From an optimization exercise on the open Yosys and OpenROAD flow, aimed at small area, a short achievable clock period and few clock cycles per item; shortcuts taken in it are not production practice. Where RTL was checked, it was by simulation tests only, not by an equivalence proof against the original. Power and IR drop assume default switching activity.

Setup of v28:
==> module tcp_rx, before the edit <==
module tcp_rx (
    input  wire        clk,
    input  wire        rst,
    input  wire        start,
    output wire        ready,
    input  wire        raw,
    input  wire [31:0] src_addr,
    input  wire [31:0] dst_addr,
    input  wire [15:0] len,
    input  wire        in_valid,
    output wire        in_ready,
    input  wire [31:0] in_data,
    output reg         done,
    output reg  [1:0]  result,
    output reg  [15:0] csum,
    output reg  [2:0]  seg_class,
    output reg  [15:0] payload_len,
    output reg  [15:0] sport,
    output reg  [15:0] dport,
    output reg  [31:0] seq_num,
    output reg  [31:0] ack_num,
    output reg  [3:0]  doff,
    output reg  [5:0]  flags,
    output reg  [15:0] window,
    output reg  [15:0] cksum_field,
    output reg  [15:0] urg_ptr
);
    localparam [1:0] RES_OK        = 2'd0;
    localparam [1:0] RES_MALFORMED = 2'd1;
    localparam [1:0] RES_CHECKSUM  = 2'd2;
    localparam [2:0] C_NONE   = 3'd0;
    localparam [2:0] C_DATA   = 3'd1;
    localparam [2:0] C_SYN    = 3'd2;
    localparam [2:0] C_SYNACK = 3'd3;
    localparam [2:0] C_ACK    = 3'd4;
    localparam [2:0] C_FIN    = 3'd5;
    localparam [2:0] C_FINACK = 3'd6;
    function [31:0] csa;
        input [15:0] a;
        input [15:0] b;
        input [15:0] c;
        reg   [15:0] s, k;
        begin
            s   = a ^ b ^ c;
            k   = (a & b) | (a & c) | (b & c);
            csa = {k[14:0], k[15], s};
        end
    endfunction
    reg         ready_q;      
    reg         in_ready_q;   
    reg         pend_q;       
    reg         raw_q;
    reg  [15:0] len_q;
    reg  [13:0] rem_q;        
    reg  [2:0]  hc_q;         
    reg  [15:0] sx_q, sy_q;   
    assign ready    = ready_q;
    assign in_ready = in_ready_q;
    wire beat   = in_valid & in_ready_q;
    wire last   = (rem_q == 14'd0) | ((rem_q == 14'd1) & (len_q[1:0] == 2'd0));
    wire busy0  = ~ready_q & ~in_ready_q;          
    wire clr    = raw_q & (hc_q == 3'd0);          
    wire [3:0] lane_ok;
    assign lane_ok[3] = 1'b1;
    assign lane_ok[2] = (rem_q != 14'd0) | (len_q[1:0] != 2'd1);
    assign lane_ok[1] = (rem_q != 14'd0) | (len_q[1:0] == 2'd3);
    assign lane_ok[0] = (rem_q != 14'd0);
    wire [3:0]  lane = lane_ok & {4{beat}};
    wire [31:0] dm   = in_data & {{8{lane[3]}}, {8{lane[2]}}, {8{lane[1]}}, {8{lane[0]}}};
    wire [15:0] op_a = ready_q ? src_addr[31:16] : (clr ? 16'd0 : sx_q);
    wire [15:0] op_b = ready_q ? src_addr[15:0]  : (clr ? 16'd0 : sy_q);
    wire [15:0] op_c = ready_q ? dst_addr[31:16] : dm[31:16];
    wire [15:0] op_d = ready_q ? dst_addr[15:0]  : dm[15:0];
    wire [31:0] l1 = csa(op_a, op_b, op_c);
    wire [31:0] l2 = csa(l1[15:0], l1[31:16], op_d);
    wire [15:0] t_len = raw_q ? 16'd0 : len_q;
    wire [15:0] t_pro = raw_q ? 16'd0 : 16'd6;
    wire [31:0] f1 = csa(sx_q, sy_q, t_len);
    wire [31:0] f2 = csa(f1[15:0], f1[31:16], t_pro);
    wire [15:0] fs = f2[15:0];
    wire [15:0] fc = f2[31:16];
    wire [16:0] fsum = {1'b0, fs} + {1'b0, fc};
    wire [15:0] fold = fsum[15:0] + {15'd0, fsum[16]};
    wire        sum_ok = ((fs ^ fc) == 16'hFFFF) | ((fs & fc) == 16'hFFFF);
    wire [15:0] hdr_bytes = {10'd0, doff, 2'b00};
    wire        malformed = (len_q < 16'd20) || (doff < 4'd5) || (hdr_bytes > len_q);
    wire [15:0] pl_len    = len_q - hdr_bytes;
    wire [5:0]  k         = flags & 6'h17;
    reg  [2:0]  cls;
    always @(*) begin
        if (pl_len != 16'd0)
            cls = ((flags & 6'h07) == 6'h00) ? C_DATA : C_NONE;
        else begin
            case (k)
                6'h02:   cls = C_SYN;
                6'h12:   cls = C_SYNACK;
                6'h10:   cls = C_ACK;
                6'h01:   cls = C_FIN;
                6'h11:   cls = C_FINACK;
                default: cls = C_NONE;
            endcase
        end
    end
    always @(posedge clk) begin
        csum        <= ~fold;
        payload_len <= pl_len;
        seg_class   <= cls;
        if (raw_q)
            result <= RES_OK;
        else if (malformed)
            result <= RES_MALFORMED;
        else if (!sum_ok)
            result <= RES_CHECKSUM;
        else
            result <= RES_OK;
    end
    always @(posedge clk) begin
        {sy_q, sx_q} <= l2;
    end
    always @(posedge clk) begin
        if (beat) begin
            case (hc_q)
                3'd0: begin
                    sport <= in_data[31:16];
                    dport <= in_data[15:0];
                end
                3'd1: seq_num <= in_data;
                3'd2: ack_num <= in_data;
                3'd3: begin
                    doff   <= in_data[31:28];
                    flags  <= in_data[21:16];
                    window <= in_data[15:0];
                end
                3'd4: begin
                    cksum_field <= in_data[31:16];
                    urg_ptr     <= in_data[15:0];
                end
                default: ;
            endcase
        end
    end
    always @(posedge clk) begin
        if (ready_q && start) begin
            raw_q <= raw;
            len_q <= len;
        end
        if (ready_q)
            hc_q <= 3'd0;
        else if (beat && hc_q != 3'd5)
            hc_q <= hc_q + 3'd1;
        if (ready_q)
            rem_q <= len[15:2];
        else if (beat)
            rem_q <= rem_q - 14'd1;
    end
    always @(posedge clk) begin
        if (rst) begin
            ready_q    <= 1'b1;
            in_ready_q <= 1'b0;
            pend_q     <= 1'b0;
            done       <= 1'b0;
        end else begin
            done <= ready_q & pend_q;
            if (ready_q) begin
                if (start) begin
                    ready_q    <= (len == 16'd0) ? 1'b0 : 1'b0;
                    in_ready_q <= (len != 16'd0);
                    pend_q     <= 1'b0;
                end else begin
                    pend_q     <= 1'b0;
                end
            end else if (busy0) begin
                ready_q <= 1'b1;
                pend_q  <= 1'b1;
            end else if (beat && last) begin
                in_ready_q <= 1'b0;
                ready_q    <= 1'b1;
                pend_q     <= 1'b1;
            end
        end
    end
endmodule
==> flow/config.mk <==
export PLATFORM = sky130hd
export DESIGN_NAME = tcp_rx
export DESIGN_NICKNAME = tcp_rx
export VERILOG_FILES = /design/flow/design.v
export SDC_FILE = /design/flow/constraint.sdc
export NUM_CORES = 4
export LEC_CHECK = 0
export CAP_MARGIN = 20
export CORE_MARGIN = 2
export CORE_UTILIZATION = 40
export PLACE_DENSITY = 0.6
export SLEW_MARGIN = 20
==> flow/constraint.sdc <==
create_clock -name core_clock -period 11.0 [get_ports {clk}]
set_input_delay 2.2000 -clock core_clock [delete_from_list [all_inputs] [get_ports {clk}]]
set_output_delay 2.2000 -clock core_clock [all_outputs]
set_load 0.01 [all_outputs]
standard.sh (not shown) runs the stock make flow with config.mk's settings and CLKGATE_MAP_FILE= SYNTH_SCRIPT=/design/flow/synth_recipe.tcl, a recipe that flattens the netlist after the stock synthesis.
==> flow/flow/run.sh <==
#!/bin/bash
# Layout flow: the standard ORFS flow (standard.sh), with the ports
# buffered by the smallest plain buffer (buf_1) instead of the delay-cell
# buffer buffer_ports picks by default, and with timing repair aimed at a
# setup margin below the clock period so the resizer works on the paths
# that set the achieved period. The make output goes to standard.log; each
# ORFS step writes its own log under orfs/logs/.
set -euo pipefail
bash standard.sh \
  "BUFFER_PORTS_ARGS=-buffer_cell sky130_fd_sc_hd__buf_1" \
  "SETUP_SLACK_MARGIN=${MARGIN:-7.8}" \
  finish > standard.log 2>&1
Testbench counts of v28, summed over its fixed seeds: cycles 93,989, items 1,280.
Setup changes, v28 to v16
-- flow/design.v --
<<< v28, line 47
        end
    endfunction
    reg         ready_q;      
    reg         in_ready_q;   
>>> v16, line 47
        end
    endfunction
    function [15:0] eac_add;
        input [15:0] a;
        input [15:0] b;
        reg   [15:0] g, p, gg, pp, c;
        integer i, l;
        begin
            g  = a & b;
            p  = a ^ b;
            gg = g;
            pp = a | b;
            for (l = 1; l < 16; l = l * 2)
                for (i = 15; i >= l; i = i - 1) begin
                    gg[i] = gg[i] | (pp[i] & gg[i-l]);
                    pp[i] = pp[i] & pp[i-l];
                end
            c[0] = gg[15];
            for (i = 1; i < 16; i = i + 1)
                c[i] = gg[i-1] | (pp[i-1] & gg[15]);
            eac_add = p ^ c;
        end
    endfunction
    reg         ready_q;      
    reg         in_ready_q;   
<<< v28, line 66
    assign lane_ok[1] = (rem_q != 14'd0) | (len_q[1:0] == 2'd3);
    assign lane_ok[0] = (rem_q != 14'd0);
    wire [3:0]  lane = lane_ok & {4{beat}};
    wire [31:0] dm   = in_data & {{8{lane[3]}}, {8{lane[2]}}, {8{lane[1]}}, {8{lane[0]}}};
    wire [15:0] op_a = ready_q ? src_addr[31:16] : (clr ? 16'd0 : sx_q);
>>> v16, line 87
    assign lane_ok[1] = (rem_q != 14'd0) | (len_q[1:0] == 2'd3);
    assign lane_ok[0] = (rem_q != 14'd0);
    wire [3:0]  lane = lane_ok & {4{in_ready_q}};
    wire [31:0] dm   = in_data & {{8{lane[3]}}, {8{lane[2]}}, {8{lane[1]}}, {8{lane[0]}}};
    wire [15:0] op_a = ready_q ? src_addr[31:16] : (clr ? 16'd0 : sx_q);
<<< v28, line 80
    wire [15:0] fs = f2[15:0];
    wire [15:0] fc = f2[31:16];
    wire [16:0] fsum = {1'b0, fs} + {1'b0, fc};
    wire [15:0] fold = fsum[15:0] + {15'd0, fsum[16]};
    wire        sum_ok = ((fs ^ fc) == 16'hFFFF) | ((fs & fc) == 16'hFFFF);
    wire [15:0] hdr_bytes = {10'd0, doff, 2'b00};
>>> v16, line 101
    wire [15:0] fs = f2[15:0];
    wire [15:0] fc = f2[31:16];
    wire [15:0] fold = eac_add(fs, fc);
    wire        sum_ok = ((fs ^ fc) == 16'hFFFF) | ((fs & fc) == 16'hFFFF);
    wire [15:0] hdr_bytes = {10'd0, doff, 2'b00};
<<< v28, line 116
    end
    always @(posedge clk) begin
        {sy_q, sx_q} <= l2;
    end
    always @(posedge clk) begin
>>> v16, line 136
    end
    always @(posedge clk) begin
        if (in_valid || !in_ready_q)
            {sy_q, sx_q} <= l2;
    end
    always @(posedge clk) begin
<<< v28, line 164
            if (ready_q) begin
                if (start) begin
                    ready_q    <= (len == 16'd0) ? 1'b0 : 1'b0;
                    in_ready_q <= (len != 16'd0);
                    pend_q     <= 1'b0;
>>> v16, line 185
            if (ready_q) begin
                if (start) begin
                    ready_q    <= 1'b0;
                    in_ready_q <= (len != 16'd0);
                    pend_q     <= 1'b0;
==> comparison <==
- Compared with v28, v16 shows a critical path depth that is 5 lower.
- Non-filler instance count after layout in v16 vs v28: up about 4.6%
- v16 vs. v28: portion of the post-synthesis area used by sequential elements now smaller, fraction of final layout cells with drive strength greater than 1 now larger, largest driver fanout on the critical path now smaller.
- For core area, dividing the value from v28 by the value from v16 gives 0.941.
- In the tables for v28 and v16, power consumption reads lower with v28.
- On area growth from synthesis to final layout: v16 sits below v28.
- Against v28, v16 comes in 0.16 points lower on simple-gate portion of the synthesized area.
- The setup slack after layout reported for v16 is greater than that of v28 by 0.88 ns.
- In the tables for v28 and v16, wire length reads higher with v16.
No functional check of the RTL was part of v16.

[static timing again, ports no longer ideal]
In the flow no input, the clock included, has a driving cell. The finished layouts below were timed again as built, in two steps. Step 1 assumes that a clkbuf_16 drives the clock port and a buf_2 every other input. Step 2 moves the port delays by t, midway between the first and last clock arrival at a register: inputs arrive t later, outputs are due t later. That takes back most of the time a late clock gives input paths. Slacks: ideal ports / drivers / drivers and shift; pairs: ideal ports / drivers.
| run | t, ns | setup WS [ns] | hold slack, ns | worst setup path after step 2 |
|---|---|---|---|---|
| v28 | 0.600 | 6.557 / 6.557 / 6.557 | 0.438 / 0.438 / 0.438 | register to register |
| v16 | 0.595 | 7.437 / 7.437 / 7.147 | 0.439 / 0.439 / 0.439 | input to register |
After both steps setup and hold are still met in every run listed. For v16, which loses most, drivers alone change the setup slack by 0.000 ns; drivers and shift together by -0.290 ns.
